Source: an optimization exercise on an open RTL-to-GDS flow (aim: small area and a short achievable clock period). Production flows keep margins and buffers that such runs may drop. RTL that was checked went through simulation tests only; none was proved equivalent to the original. Power is estimated from default activity; no workload was simulated.

Setup of v2:
Design sfs, start of the top module:
module sfs (
    input  wire        clk,
    input  wire        rst,         
    input  wire        clr,         
    input  wire        in_valid,
    input  wire [7:0]  in_data,
    output wire        in_ready,
    output wire        res_valid,
    output wire [1:0]  res_kind,    
    output wire [31:0] res_idx,
    output wire [15:0] res_x,
    output wire [15:0] res_y,
    output wire [15:0] res_z,
    output wire [31:0] res_ax,
    output wire [31:0] res_ay,
    output wire [31:0] res_az,
    output wire [31:0] res_loss,
    input  wire        cfg_we,
    input  wire [2:0]  cfg_addr,
    input  wire [31:0] cfg_wdata,
    output reg  [31:0] cfg_rdata
);
For scale: about 2300 cells after synthesis, ~330 flip-flops, about 290 I/O pins, roughly 22000 sq um of cells after synthesis.
Settings: LEC_CHECK=0, CAP_MARGIN=20, CORE_MARGIN=2, CORE_UTILIZATION=40, SETUP_SLACK_MARGIN=5, SLEW_MARGIN=20; clock period 12.0 ns.
run.sh (not shown) runs the stock make flow with config.mk's settings and CLKGATE_MAP_FILE= SYNTH_SCRIPT=/design/flow/synth_recipe.tcl, a recipe that flattens the netlist after the stock synthesis.
v2 ended with every stage complete and zero timing, DRC or antenna violations.
The inputs of v20 differ from those of v2 as listed below.
-- flow/config.mk --
<<< v2, line 7
export LEC_CHECK = 0
export CAP_MARGIN = 20
>>> v20, line 7
export LEC_CHECK = 0
export ABC_CLOCK_PERIOD_IN_PS = 4000
export CAP_MARGIN = 20
Findings:
- Between v20 and v2, the count of placed standard cells including taps does not differ in any meaningful way.
- v20 -> v2: die extent in y delta 0, exact match
- Compared with v2, in v20 cell area stayed essentially flat; number of top-level pins held steady; simple-gate share of the synthesized area ~0 delta; per-cell routed wire length held steady; total inserted antenna cells has remained practically unchanged.
- Comparing v20 against v2, there is no change at all in wire length of the first global-routing pass.
- Comparing v2 with v20, the count of pins over their slew limit came out essentially unchanged.
- In terms of combinational fraction of design power, v20 and v2 differ only marginally.
- v2 and v20 ended up with nearly the same total of plain and repair buffers excluding clock buffers.
No functional check of the RTL was part of any run of this note.


== run A ==
sfs, a different RTL version from the one above (not shown whole).
For scale: ~360 flip-flops, ~290 I/O pins, ~19000 um^2 of cells after synthesis.
==> flow/config.mk <==
export PLATFORM = sky130hd
export DESIGN_NAME = sfs
export DESIGN_NICKNAME = sfs
export VERILOG_FILES = /design/flow/design.v
export SDC_FILE = /design/flow/constraint.sdc
export NUM_CORES = 4
export LEC_CHECK = 0
export CAP_MARGIN = 20
export CORE_MARGIN = 2
export CORE_UTILIZATION = 80
export CTS_BUF_LIST = sky130_fd_sc_hd__clkbuf_4
export CTS_CLUSTER_SIZE = 16
export PLACE_DENSITY = 0.88
export SETUP_SLACK_MARGIN = 5
export SLEW_MARGIN = 20
export SYNTH_HIERARCHICAL = 1
export SYNTH_MINIMUM_KEEP_SIZE = 0
==> flow/constraint.sdc <==
create_clock -name core_clock -period 12.0 [get_ports {clk}]
set_input_delay 2.4000 -clock core_clock [delete_from_list [all_inputs] [get_ports {clk}]]
set_output_delay 2.4000 -clock core_clock [all_outputs]
set_load 0.01 [all_outputs]
standard.sh (not shown) runs the stock make flow with config.mk's settings and CLKGATE_MAP_FILE= SYNTH_SCRIPT=/design/flow/synth_recipe.tcl, a recipe that flattens the netlist after the stock synthesis.
==> flow/flow/run.sh <==
#!/bin/bash
# Layout flow: the standard ORFS flow (standard.sh, standard synthesis
# unchanged), with these changes to how the layout is made:
#  - the port buffers that buffer_ports adds are the smallest buffer cell
#    (every input and output still gets its own buffer);
#  - clock tree synthesis inserts no dummy loads.
# make's full output goes to standard.log in the folder this runs in; ORFS
# writes each step's own log under orfs/logs.
set -euo pipefail
bash standard.sh \
    "BUFFER_PORTS_ARGS=-buffer_cell sky130_fd_sc_hd__buf_1" \
    SETUP_SLACK_MARGIN=6 \
    "CTS_ARGS=-sink_clustering_enable -repair_clock_nets -dont_use_dummy_load -sink_clustering_size 16 -buf_list sky130_fd_sc_hd__clkbuf_4" \
    finish > standard.log 2>&1
Run A never completed; the flow aborted with a tool error in global routing.
Setup changes, run A to run B
Settings: changing CORE_UTILIZATION from 80 to 40; changing CTS_CLUSTER_SIZE from 16 to 20; removing PLACE_DENSITY (formerly 0.88); changing CTS_BUF_LIST from sky130_fd_sc_hd__clkbuf_4 to sky130_fd_sc_hd__clkbuf_8.
--- a/flow/flow/run.sh
+++ b/flow/flow/run.sh
@@ -13 +13 @@
-    "CTS_ARGS=-sink_clustering_enable -repair_clock_nets -dont_use_dummy_load -sink_clustering_size 16 -buf_list sky130_fd_sc_hd__clkbuf_4" \
+    "CTS_ARGS=-sink_clustering_enable -repair_clock_nets -dont_use_dummy_load -sink_clustering_size 20 -buf_list sky130_fd_sc_hd__clkbuf_8" \
==> summary.txt <==
Diff run A and run B: die span in y lower in run A
Run B: all stages complete, timing, DRC and antenna checks passed
In run B, cell count after placement is higher than in run A.
Re mapped cell area: no difference whatsoever between run A and run B.
Compared with run A, run B shows a lower post-placement worst setup slack.
Die span in x was lower in the run labelled run A.
Edits applied to the flow inputs when going from run B to run C:
Settings: CORE_UTILIZATION now 72, was 40; CTS_CLUSTER_SIZE now 16, was 20; PLACE_DENSITY now 0.8, previously not set; CTS_BUF_LIST now sky130_fd_sc_hd__clkbuf_4, was sky130_fd_sc_hd__clkbuf_8.
--- a/flow/flow/run.sh
+++ b/flow/flow/run.sh
@@ -13 +13 @@
-    "CTS_ARGS=-sink_clustering_enable -repair_clock_nets -dont_use_dummy_load -sink_clustering_size 20 -buf_list sky130_fd_sc_hd__clkbuf_8" \
+    "CTS_ARGS=-sink_clustering_enable -repair_clock_nets -dont_use_dummy_load -sink_clustering_size 16 -buf_list sky130_fd_sc_hd__clkbuf_4" \
[summary]
- Time the worst path needs with I/O delays and setup: run C < run B
- Relative to run B, portion of total power attributed to combinational logic has increased by 0.9 points in run C.
- Internal power summed over all cells in run C is 5.6% below run B.
- Wire length on met2 essentially unchanged between run C and run B.
- Run C against run B: design area now smaller, number of multi-input combinational cells in the layout comparable, post-detailed-route wirelength per cell now larger.
- Number of cells in the design after placement ended up 276 lower on run C than on run B.
- | width of the chip | higher: run B |
- Routed wire length, run C vs run B: down by a few percent
### run C -> run D
Settings: swapping 0.8 for 0.75 in PLACE_DENSITY; swapping 72 for 65 in CORE_UTILIZATION.
Notes after the runs:
Run D ends up with lower average wire per cell in the routed design than run C does. The higher hold path depth of run D and run C is in run D. Against run C, hold slack in run D came out better. In the reports for run D and run C, the larger power share of the combinational group belongs to run C. Of the two candidates, run C has the worse via count and run D the better one. For power density over cell area, run D and run C come out practically identical. In terms of worst setup slack after layout, run C and run D differ only marginally.
--- input diff run D..run E ---
Settings: CORE_UTILIZATION now 40, was 65; PLACE_DENSITY no longer set, was 0.75.
Findings:
- Run E gives more area of combinational cells with multiple inputs than run D did.
- Run E: PASS, flow complete, no timing, DRC or antenna violations
- Via-per-instance ratio: run E lower than run D
- Internal power contribution of run E exceeds that of run D slightly.
- Comparing run E and run D, the lower count of instances resized after the clock tree is built is on run D.
- Run E has number of DRC violations after detailed-routing iteration 0 below what run D had.
- Run E: signed area change from the synthesized netlist to the final layout higher than run D
- Run D → run E: routed length per placed instance shows an increase of about 0.8%, sequential cell area has remained practically unchanged.
Input-level comparison between run F and run E:
--- a/flow/flow/run.sh
+++ b/flow/flow/run.sh
@@ -12 +12 @@
-    SETUP_SLACK_MARGIN=6 \
+    SETUP_SLACK_MARGIN=6.3 \
==> summary.txt <==
Switching power | run F above run E. Run F vs. run E: number of global-route vias before repair went up, clock network power shows no meaningful change, wire length of the first global-routing pass higher, detailed-route wire length on metal 1 now larger, final standard cell count with taps included and fillers excluded increased by 48 relative to the old numbers. Compared run F vs run E, and area growth from synthesis to layout is up in run F. Diff run E and run F: register share of total power lower in run F. Sort run E and run F by final non-filler cell area desc -> top: run F. Register-to-register slack ends up higher on run F. For run E and run F, there was not a single run that failed to finish clean. Relative to run E, the fraction of final layout cells with drive strength greater than 1 of run F is higher by 5.0 points.


== alpha ==
Another version of the RTL of sfs (not shown whole).
For scale: roughly 1900 cells after synthesis, roughly 290 I/O pins, about 0.020 mm2 of cells after synthesis.
Settings: LEC_CHECK=0, CAP_MARGIN=20, CORE_MARGIN=2, CORE_UTILIZATION=40, SETUP_SLACK_MARGIN=5, SLEW_MARGIN=20, SYNTH_HIERARCHICAL=1, SYNTH_MINIMUM_KEEP_SIZE=0; clock period 12.0 ns.
run.sh (not shown) runs the stock make flow with config.mk's settings and CLKGATE_MAP_FILE= SYNTH_SCRIPT=/design/flow/synth_recipe.tcl, a recipe that flattens the netlist after the stock synthesis.
Stock flow here: none of the scripts above is used.
Here is what was changed in the inputs of beta compared with alpha.
# alpha
export LEC_CHECK = 0
export CAP_MARGIN = 20
export CORE_MARGIN = 2
export CORE_UTILIZATION = 40
export SETUP_SLACK_MARGIN = 5
export SLEW_MARGIN = 20
export SYNTH_HIERARCHICAL = 1
export SYNTH_MINIMUM_KEEP_SIZE = 0
create_clock -name core_clock -period 12.0 [get_ports {clk}]
# beta
export LEC_CHECK = 0
export CAP_MARGIN = 20
export CORE_MARGIN = 2
export CORE_UTILIZATION = 40
export SETUP_SLACK_MARGIN = 5
export SLEW_MARGIN = 20
create_clock -name core_clock -period 12.0 [get_ports {clk}]
Findings:
From alpha to beta the numbers moved as follows: well tap count shows an increase of 1.2%; synthesized cell count shows an increase of 203; final setup violation count shows no meaningful change; total track usage shows an increase of 1.4 points; slew at the pin closest to its max-slew limit shows an increase of 0.11 ns.
The largest family of logic cells by synthesized area comes out compound AO/OA/AOI/OAI gates in one run and simple AND/OR/NAND/NOR gates in the other, namely in beta and alpha respectively.
Input changes introduced in gamma (baseline for comparison: beta):
# beta
export LEC_CHECK = 0
export CAP_MARGIN = 20
export CORE_MARGIN = 2
export CORE_UTILIZATION = 40
export SETUP_SLACK_MARGIN = 5
export SLEW_MARGIN = 20
create_clock -name core_clock -period 12.0 [get_ports {clk}]
# gamma
export LEC_CHECK = 0
export CAP_MARGIN = 20
export CORE_MARGIN = 2
export CORE_UTILIZATION = 40
export SETUP_SLACK_MARGIN = 5
export SLEW_MARGIN = 20
export SYNTH_HIERARCHICAL = 1
export SYNTH_MINIMUM_KEEP_SIZE = 0
create_clock -name core_clock -period 12.0 [get_ports {clk}]
==> flow/flow/run.sh (new file) <==
#!/bin/bash
set -euo pipefail
bash standard.sh \
    "BUFFER_PORTS_ARGS=-buffer_cell sky130_fd_sc_hd__buf_1" \
    SETUP_SLACK_MARGIN=6 \
    finish > standard.log 2>&1
==> flow/standard.sh (new file) <==
#!/bin/bash
# synth_recipe.tcl (not shown) runs the flow's synth.tcl, then flattens the netlist and writes it again
# the make line also repeats each setting of config.mk as NAME=value (left out here)
make -C /OpenROAD-flow-scripts/flow DESIGN_CONFIG=/design/flow/config.mk WORK_HOME=/design/flow/orfs CLKGATE_MAP_FILE= SYNTH_SCRIPT=/design/flow/synth_recipe.tcl "${@:-finish}"
removed: flow/run.sh
- gamma: no failed stages, no open violations at the end
- Routed via count: gamma vs beta down 1476
- Routed metal-1 wire length (higher): beta
- Global-route usage over all layers in gamma is 1.2 points lower than in beta
No run of this note included a check of the RTL's function; only the layout flow was run.

-- re-timing with driven ports --
The results above use ideal ports. As a check the final layouts listed here were re-extracted and re-timed, cells and wires unchanged.
Step 1 sets driving cells, clkbuf_16 on the clock port and buf_2 on the other inputs (assumed; they add their load-dependent delay and slew).
Step 2, shift: input delay + t, output delay - t, t = (earliest + latest rising clock arrival at the registers) / 2. This alone moves slack from input paths to output paths.
Slacks: ideal ports / drivers / drivers and shift; pairs: ideal ports / drivers.
run	shift t [ns]	slack for setup (ns)	worst setup path at the end	worst data-port slew with drivers (ns)
v2	0.621	5.027 / 5.002 / 5.002	input to output	0.04
v20	0.621	5.027 / 5.002 / 5.002	input to output	0.04
run B	0.664	5.952 / 5.929 / 5.929	input to output	0.08
run C	0.743	5.993 / 5.967 / 5.967	input to output	0.06
run D	0.731	5.992 / 5.971 / 5.971	input to output	0.06
run E	0.819	5.946 / 5.924 / 5.924	input to output	0.09
run F	0.832	6.006 / 5.964 / 5.964	input to output	0.09
alpha	0.627	5.066 / 5.047 / 5.047	input to output	0.10
beta	0.632	5.135 / 5.079 / 5.079	input to output	0.07
gamma	0.616	5.954 / 5.923 / 5.923	input to output	0.08
After both steps setup and hold are still met in every run listed. For beta, which loses most, drivers alone change the setup slack by -0.056 ns; drivers and shift together by -0.056 ns.
